Context: an optimization exercise on an open-source flow, tuned for small area. The choices shown serve that exercise and are no tape-out recipe. Only simulation tests tie the RTL to the original design; equivalence was not proved. No activity file was given, so power comes from the tool's default toggle rates.

==> inputs of run G <==
==> flow/design.v <==
module fdc_bridge_core (
    input  wire         clk,
    input  wire         rst,
    input  wire [3:0]   op,
    input  wire [1:0]   op_idx,         
    input  wire [15:0]  op_wdata,       
    input  wire         op_drive,       
    input  wire         op_level,       
    input  wire [2:0]   op_bit,         
    input  wire [127:0] key_matrix,     
    input  wire [7:0]   ctl_data_in,    
    input  wire [7:0]   ctl_reg_in,     
    output wire [15:0]  bus_rdata,
    output wire         irq,
    output wire         dmar,
    output wire         ctl_data_wr,
    output wire         ctl_data_rd,
    output wire [7:0]   ctl_data_out,
    output wire         ctl_reg_wr,
    output wire         ctl_reg_rd,
    output wire [1:0]   ctl_reg_addr,
    output wire [7:0]   ctl_reg_out,
    output wire         ctl_soft_reset,
    output wire         ctl_set_floppy,
    output wire [1:0]   ctl_floppy,
    output wire         drv_side,
    output wire [1:0]   drv_motor,
    output wire [6:0]   key_pos,
    output wire         key_pressed,
    output wire [3:0]   rep_an,
    output wire         rep_dg1
);
    localparam [2:0] BS_IDLE = 3'd0,
                     BS_WR1  = 3'd1,
                     BS_WR2  = 3'd2,
                     BS_RD1  = 3'd3,
                     BS_RD2  = 3'd4;
    reg [2:0]   bs;
    reg         den, ddw;           
    reg [7:0]   dcr;
    reg [15:0]  ol;
    reg [7:0]   wl;                 
    reg         dip;
    reg         p4;                 
    reg [1:0]   mc;
    reg [1:0]   wps;
    reg [7:0]   mask;
    reg [7:1]   pend;               
    reg [127:0] kprev;
    reg [6:0]   kcur;
    reg         kevt;
    reg         kprs;
    reg         drq, firq;
    reg [1:0]   rdy;
    wire [7:0] c = op_wdata[15:8];
    wire [7:0] d = op_wdata[7:0];
    wire op_rd   = (op == 4'd1);
    wire op_wr   = (op == 4'd2);
    wire idx02   = ~op_idx[0];
    wire idx2    = op_idx[1];
    wire cw      = op_wr & (op_idx == 2'd1);       
    wire srst    = cw & c[4];                      
    wire clr     = rst | srst;
    wire st_idle = (bs == BS_IDLE);
    wire st_wr1  = (bs == BS_WR1);
    wire st_wr2  = (bs == BS_WR2);
    wire st_rd1  = (bs == BS_RD1);
    wire st_rd2  = (bs == BS_RD2);
    wire drd      = op_rd & idx02;
    wire dwr      = op_wr & idx02;
    wire drd_ok   = drd & st_rd2;
    wire dwr_ok   = dwr & st_wr1;
    wire tc       = (drd_ok | dwr_ok) & idx2;      
    wire drq_op   = (op == 4'd3);
    wire rise     = drq_op & ~drq & op_level;
    wire r_idle   = rise & st_idle;
    wire r_start  = r_idle & den;
    wire cw_start = cw & (st_idle | c[4]) & c[5] & drq;
    wire start    = r_start | cw_start;
    wire start_dd = cw ? c[6] : ddw;               
    wire start_rd = start & ~start_dd;
    wire start_wr = start & start_dd;
    wire rd1_go   = rise & st_rd1;
    wire wr2_go   = rise & st_wr2;
    wire adw = c[3], sct = c[2];
    wire [1:0] sel    = {~dcr[3], dcr[3] & ~dcr[0]};
    wire [1:0] newsel = {~d[3], d[3] & ~d[0]};
    wire [1:0] selb   = c[4] ? 2'b00 : sel;
    wire       dcr_wr = cw & adw & ~sct;
    wire nr = ~rst;
    assign ctl_data_rd    = nr & (start_rd | rd1_go);
    assign ctl_data_wr    = nr & (dwr_ok | wr2_go);
    assign ctl_data_out   = op_wr ? ~op_wdata[15:8] : ~wl;
    assign ctl_reg_wr     = nr & cw & adw & sct;
    assign ctl_reg_rd     = nr & cw & ~adw & sct;
    assign ctl_reg_addr   = c[1:0];
    assign ctl_reg_out    = ~d;
    assign ctl_soft_reset = nr & srst;
    assign ctl_set_floppy = rst | srst | (dcr_wr & (newsel != selb));
    assign ctl_floppy     = (nr & adw & ~sct) ? newsel : 2'b00;
    assign rep_an[0]      = nr & drd & ~st_rd2;
    assign rep_an[1]      = nr & dwr & ~st_wr1;
    assign rep_an[2]      = nr & r_idle & ~den;
    assign rep_an[3]      = nr & rise & (st_wr1 | st_rd2);
    assign rep_dg1        = nr & dcr_wr & ~d[3] & ~d[0];
    assign bus_rdata   = (op_idx == 2'd3) ? 16'h64C0 : ol;
    assign irq         = |(mask & {pend[7:5], p4, pend[3:1], kevt});
    assign dmar        = st_wr1 | st_rd2;
    assign drv_side    = ~dcr[7];
    assign drv_motor   = {~dcr[4], ~dcr[1]};
    assign key_pos     = kcur;
    assign key_pressed = kprs;
    wire       kfound;
    wire [6:0] kpos;
    wire [127:0] kdec;
    wire       kval;
    wire       ktick = (op == 4'd9) & ~kevt;
    fdc_kscan u_kscan (.key_matrix(key_matrix), .kprev(kprev), .kcur(kcur),
                       .en(ktick), .found(kfound), .pos(kpos), .kdec(kdec),
                       .kval(kval));
    wire [1:0] mc_b  = c[4] ? 2'b00 : mc;
    wire [1:0] wps_b = c[4] ? 2'b00 : wps;
    wire [7:0] dcr_b = c[4] ? 8'hFF : dcr;
    wire       dip_c = dip & ~c[4] & ~c[7];        
    wire [1:0] mc_c  = dcr_wr ? (mc_b & ~{d[5], d[2]}) : mc_b;
    always @(posedge clk) begin
        if (rst) begin
            bs   <= BS_IDLE;
            den  <= 1'b0;
            ddw  <= 1'b0;
            dcr  <= 8'hFF;
            ol   <= 16'h0000;
            wl   <= 8'h00;
            dip  <= 1'b0;
            p4   <= 1'b0;
            mc   <= 2'b00;
            wps  <= 2'b00;
            mask <= 8'h00;
            pend <= 7'h00;
            kcur <= 7'd0;
            kevt <= 1'b0;
            kprs <= 1'b0;
        end else begin
            if (start_rd)             bs <= BS_RD1;
            else if (start_wr)        bs <= BS_WR1;
            else if (srst)            bs <= BS_IDLE;
            else if (dwr_ok)          bs <= BS_WR2;
            else if (rd1_go)          bs <= BS_RD2;
            else if (drd_ok | wr2_go) bs <= BS_IDLE;
            if (cw) begin
                den <= c[5];
                ddw <= c[6];
            end else if (tc) begin
                den <= 1'b0;
            end
            if (srst | dcr_wr)
                dcr <= dcr_wr ? d : 8'hFF;
            if (cw) begin
                ol[15:8] <= start_rd ? ~ctl_data_in
                          : {firq, dip_c, mc_c[1], wps_b[1], rdy[1],
                             mc_c[0], wps_b[0], rdy[0]};
                if (~adw)
                    ol[7:0] <= sct ? ~ctl_reg_in : dcr_b;
                else if (c[4])
                    ol[7:0] <= 8'h00;
            end else begin
                if (start_rd) ol[15:8] <= ~ctl_data_in;
                if (rd1_go)   ol[7:0]  <= ~ctl_data_in;
            end
            if (dwr_ok)     wl <= op_wdata[7:0];
            else if (srst)  wl <= 8'h00;
            if (cw) begin
                dip <= dip_c;
                p4  <= p4 & ~c[4] & ~c[7];
            end else begin
                if (tc) dip <= 1'b1;
                if (tc | (op == 4'd8)) p4 <= 1'b1;
            end
            if (cw)              mc <= mc_c;
            else if (op == 4'd8) mc[op_drive] <= 1'b1;
            if (srst)
                wps <= 2'b00;
            else if (op == 4'd6 && sel == {op_drive, ~op_drive})
                wps[op_drive] <= ~op_level;
            if (srst) begin
                mask <= 8'h00;
                pend <= 7'h00;
            end else begin
                if (op == 4'd11) mask[op_bit] <= op_level;
                if (op == 4'd12 && op_bit != 3'd0 && op_bit != 3'd4)
                    pend[op_bit] <= op_level;
            end
            if (srst) begin
                kcur <= 7'd0;
                kevt <= 1'b0;
                kprs <= 1'b0;
            end else if (ktick & kfound) begin
                kcur <= kpos;
                kevt <= 1'b1;
                kprs <= kval;
            end else if (op == 4'd10) begin
                kevt <= 1'b0;
            end
        end
    end
    always @(posedge clk) begin
        if (clr) kprev <= 128'd0;
        else     kprev <= kprev ^ kdec;
    end
    always @(posedge clk) begin
        if (!rst) begin
            if (drq_op)       drq  <= op_level;
            if (op == 4'd4)   firq <= op_level;
            if (op == 4'd5)   rdy[op_drive] <= op_level;
        end
    end
endmodule
module fdc_kscan(input [127:0] key_matrix, input [127:0] kprev, input [6:0] kcur, input en,
             output found, output [6:0] pos, output [127:0] kdec, output kval);
    wire [127:0] kdiff = key_matrix ^ kprev;
    genvar gi;
    function automatic [5:0] ffs; input [31:0] x; integer l, n; reg [31:0] v; reg [159:0] id; reg [31:0] v2; reg [159:0] id2; begin
        v = x; id = 0;
        for (l = 0; l < 5; l = l + 1) begin
            v2 = 0; id2 = 0;
            for (n = 0; n < (32 >> (l+1)); n = n + 1) begin
                v2[n] = v[2*n] | v[2*n+1];
                id2[5*n +: 5] = v[2*n] ? id[5*(2*n) +: 5] : (id[5*(2*n+1) +: 5] | (1 << l));
            end
            v = v2; id = id2;
        end
        ffs = {v[0], id[4:0]};
    end endfunction
    wire [1:0] kb = kcur[6:5];
    wire [4:0] kl = kcur[4:0];
    wire [3:0] bv; wire [19:0] bi;
    generate for (gi = 0; gi < 4; gi = gi + 1) begin : gbf
        assign {bv[gi], bi[5*gi +: 5]} = ffs(kdiff[32*gi +: 32]);
    end endgenerate
    reg [31:0] e; integer j;
    always @(*) begin e = 0; for (j = 0; j < 4; j = j + 1) e = e | (kdiff[32*j +: 32] & {32{kb == j}}); end
    wire [31:0] egt;
    generate for (gi = 0; gi < 32; gi = gi + 1) begin : gg
        assign egt[gi] = gi > kl;
    end endgenerate
    wire ehit; wire [4:0] eidx;
    assign {ehit, eidx} = ffs(e & egt);
    reg [1:0] cb; reg cf; integer m;
    reg [1:0] bb;
    always @(*) begin cb = kb; cf = 1'b0;
        for (m = 4; m >= 1; m = m - 1) begin bb = kb + m; if (bv[bb]) begin cb = bb; cf = 1'b1; end end
    end
    wire [4:0] cidx = bi[5*cb +: 5];
    assign found = cf;
    assign pos = ehit ? {kb, eidx} : {cb, cidx};
    wire go = en & cf;
    assign kdec = go ? (128'd1 << pos) : 128'd0;
    assign kval = |(kdec & key_matrix);
endmodule
==> flow/flow/run.sh <==
#!/bin/bash
# Standard ORFS layout, with the port buffers that buffer_ports inserts
# made of the smallest buffer cell instead of the resizer's default pick.
set -euo pipefail
export BUFFER_PORTS_ARGS="-buffer_cell sky130_fd_sc_hd__buf_1"
bash standard.sh > standard_flow.log 2>&1
==> flow/standard.sh <==
#!/bin/bash
# synth_recipe.tcl (not shown) runs the flow's synth.tcl, then flattens the netlist and writes it again
# the make line also repeats each setting of config.mk as NAME=value (left out here)
make -C /OpenROAD-flow-scripts/flow DESIGN_CONFIG=/design/flow/config.mk WORK_HOME=/design/flow/orfs CLKGATE_MAP_FILE= SYNTH_SCRIPT=/design/flow/synth_recipe.tcl "${@:-finish}"
==> flow/config.mk <==
export PLATFORM = sky130hd
export DESIGN_NAME = fdc_bridge_core
export DESIGN_NICKNAME = fdc_bridge_core
export VERILOG_FILES = /design/flow/design.v
export SDC_FILE = /design/flow/constraint.sdc
export NUM_CORES = 4
export LEC_CHECK = 0
export CAP_MARGIN = 20
export CORE_MARGIN = 2
export CORE_UTILIZATION = 40
export PLACE_DENSITY = 0.6
export SLEW_MARGIN = 20
==> flow/constraint.sdc <==
create_clock -name core_clock -period 14.0 [get_ports {clk}]
set_input_delay 2.8000 -clock core_clock [delete_from_list [all_inputs] [get_ports {clk}]]
set_output_delay 2.8000 -clock core_clock [all_outputs]
set_load 0.01 [all_outputs]
==> run D: changes against run G <==
==> flow/flow/run.sh (replaced) <==
#!/bin/bash
# Standard ORFS layout, with the port buffers that buffer_ports inserts
# made of the smallest buffer cell, clock tree synthesis with fewer, larger
# sink clusters and without dummy loads, and power recovery (downsizing of
# cells off the critical paths) after global routing.
set -euo pipefail
export BUFFER_PORTS_ARGS="-buffer_cell sky130_fd_sc_hd__buf_1"
export CTS_ARGS="-sink_clustering_enable -repair_clock_nets -root_buf sky130_fd_sc_hd__clkbuf_16 -buf_list sky130_fd_sc_hd__clkbuf_16 -sink_clustering_size 50 -sink_clustering_max_diameter 200 -dont_use_dummy_load"
export RECOVER_POWER=100
bash standard.sh > standard_flow.log 2>&1
Settings changed: CAP_MARGIN 20 to 0, SLEW_MARGIN 20 to 0.
==> run M: changes against run G <==
==> flow/flow/run.sh (replaced) <==
#!/bin/bash
# Standard ORFS layout, with the port buffers that buffer_ports inserts
# made of the smallest buffer cell, and clock tree synthesis with small
# clock buffers and without dummy loads.
set -euo pipefail
export BUFFER_PORTS_ARGS="-buffer_cell sky130_fd_sc_hd__buf_1"
export CTS_ARGS="-sink_clustering_enable -repair_clock_nets -root_buf sky130_fd_sc_hd__clkbuf_16 -buf_list sky130_fd_sc_hd__clkbuf_8 -dont_use_dummy_load"
bash standard.sh > standard_flow.log 2>&1
Settings changed: CAP_MARGIN 20 to 0, SLEW_MARGIN 20 to 0.
==> summary of the runs <==
Run D finished but fails on capacitance limit, slew limit. Run M completed with no timing, DRC or antenna violations. Run G completed without violations.
In run D the setup slack is lower than in run M, by 1700 ps.
Worst hold slack, lowest first: run D, run G, run M.
Area after synthesis is the same in run G and run M.
Synthesized cell count is the same in run M and run G.
Global-route usage, lowest first: run M, run D, run G.
==> figures <==
                                                                 run M                          run D                    run G
Worst setup slack before clock tree synthesis                  4830 ps                        4830 ps                  4850 ps
Max-cap violations                                                   0                              6                        0
Overall power consumption                                    0.00111 W                      0.00122 W                0.00133 W
Cell-internal power                                         0.000742 W                     0.000837 W               0.000899 W
Dpl hpwl                                                       54.8 mm                        54.8 mm                  54.8 mm
Final Routed Wirelength                                        70.9 mm                        71.0 mm                  70.8 mm
Global-route usage over all layers                               36.3%                          36.3%                    36.3%
P_clk                                                       0.000320 W                     0.000431 W               0.000539 W
Run status                                     complete, no violations                failed layout checks  complete, no violations
Violated checks                                                      -  capacitance limit, slew limit                        -
Fin crit share                                                   65.6%                          77.6%                    66.0%
M1 wire length                                                 29.3 mm                        29.2 mm                  29.2 mm

## static timing again, ports no longer ideal
No port has a modelled driver above. Below, the same layouts with a new extraction and two added sets of constraints.
Step 1, drivers: a clkbuf_16 drives clk and a buf_2 each remaining input, both assumed.
Step 2 adds t to the input delays and takes it off the output delays; t is the mean of the earliest and latest rising clock arrival at the registers after step 1. Input paths then give back, and output paths get back, about the clock's delay inside the block.
Three values: ideal, step 1, step 2; two values: the first two.
run	t, ns	setup slack, ns	worst setup path at the end	slew at the worst register clock pin (ns)	pins driven straight from the clock port
run G	0.530	4.754 / 4.730 / 4.596	input to register	0.09 / 0.09	1
run D	0.520	3.130 / 3.166 / 2.646	input to register	0.08 / 0.08	1
run M	0.477	4.815 / 4.792 / 4.536	input to register	0.12 / 0.12	1
The setup slack of run D, which loses most, moves by +0.036 ns with the drivers and by -0.484 ns with both steps.
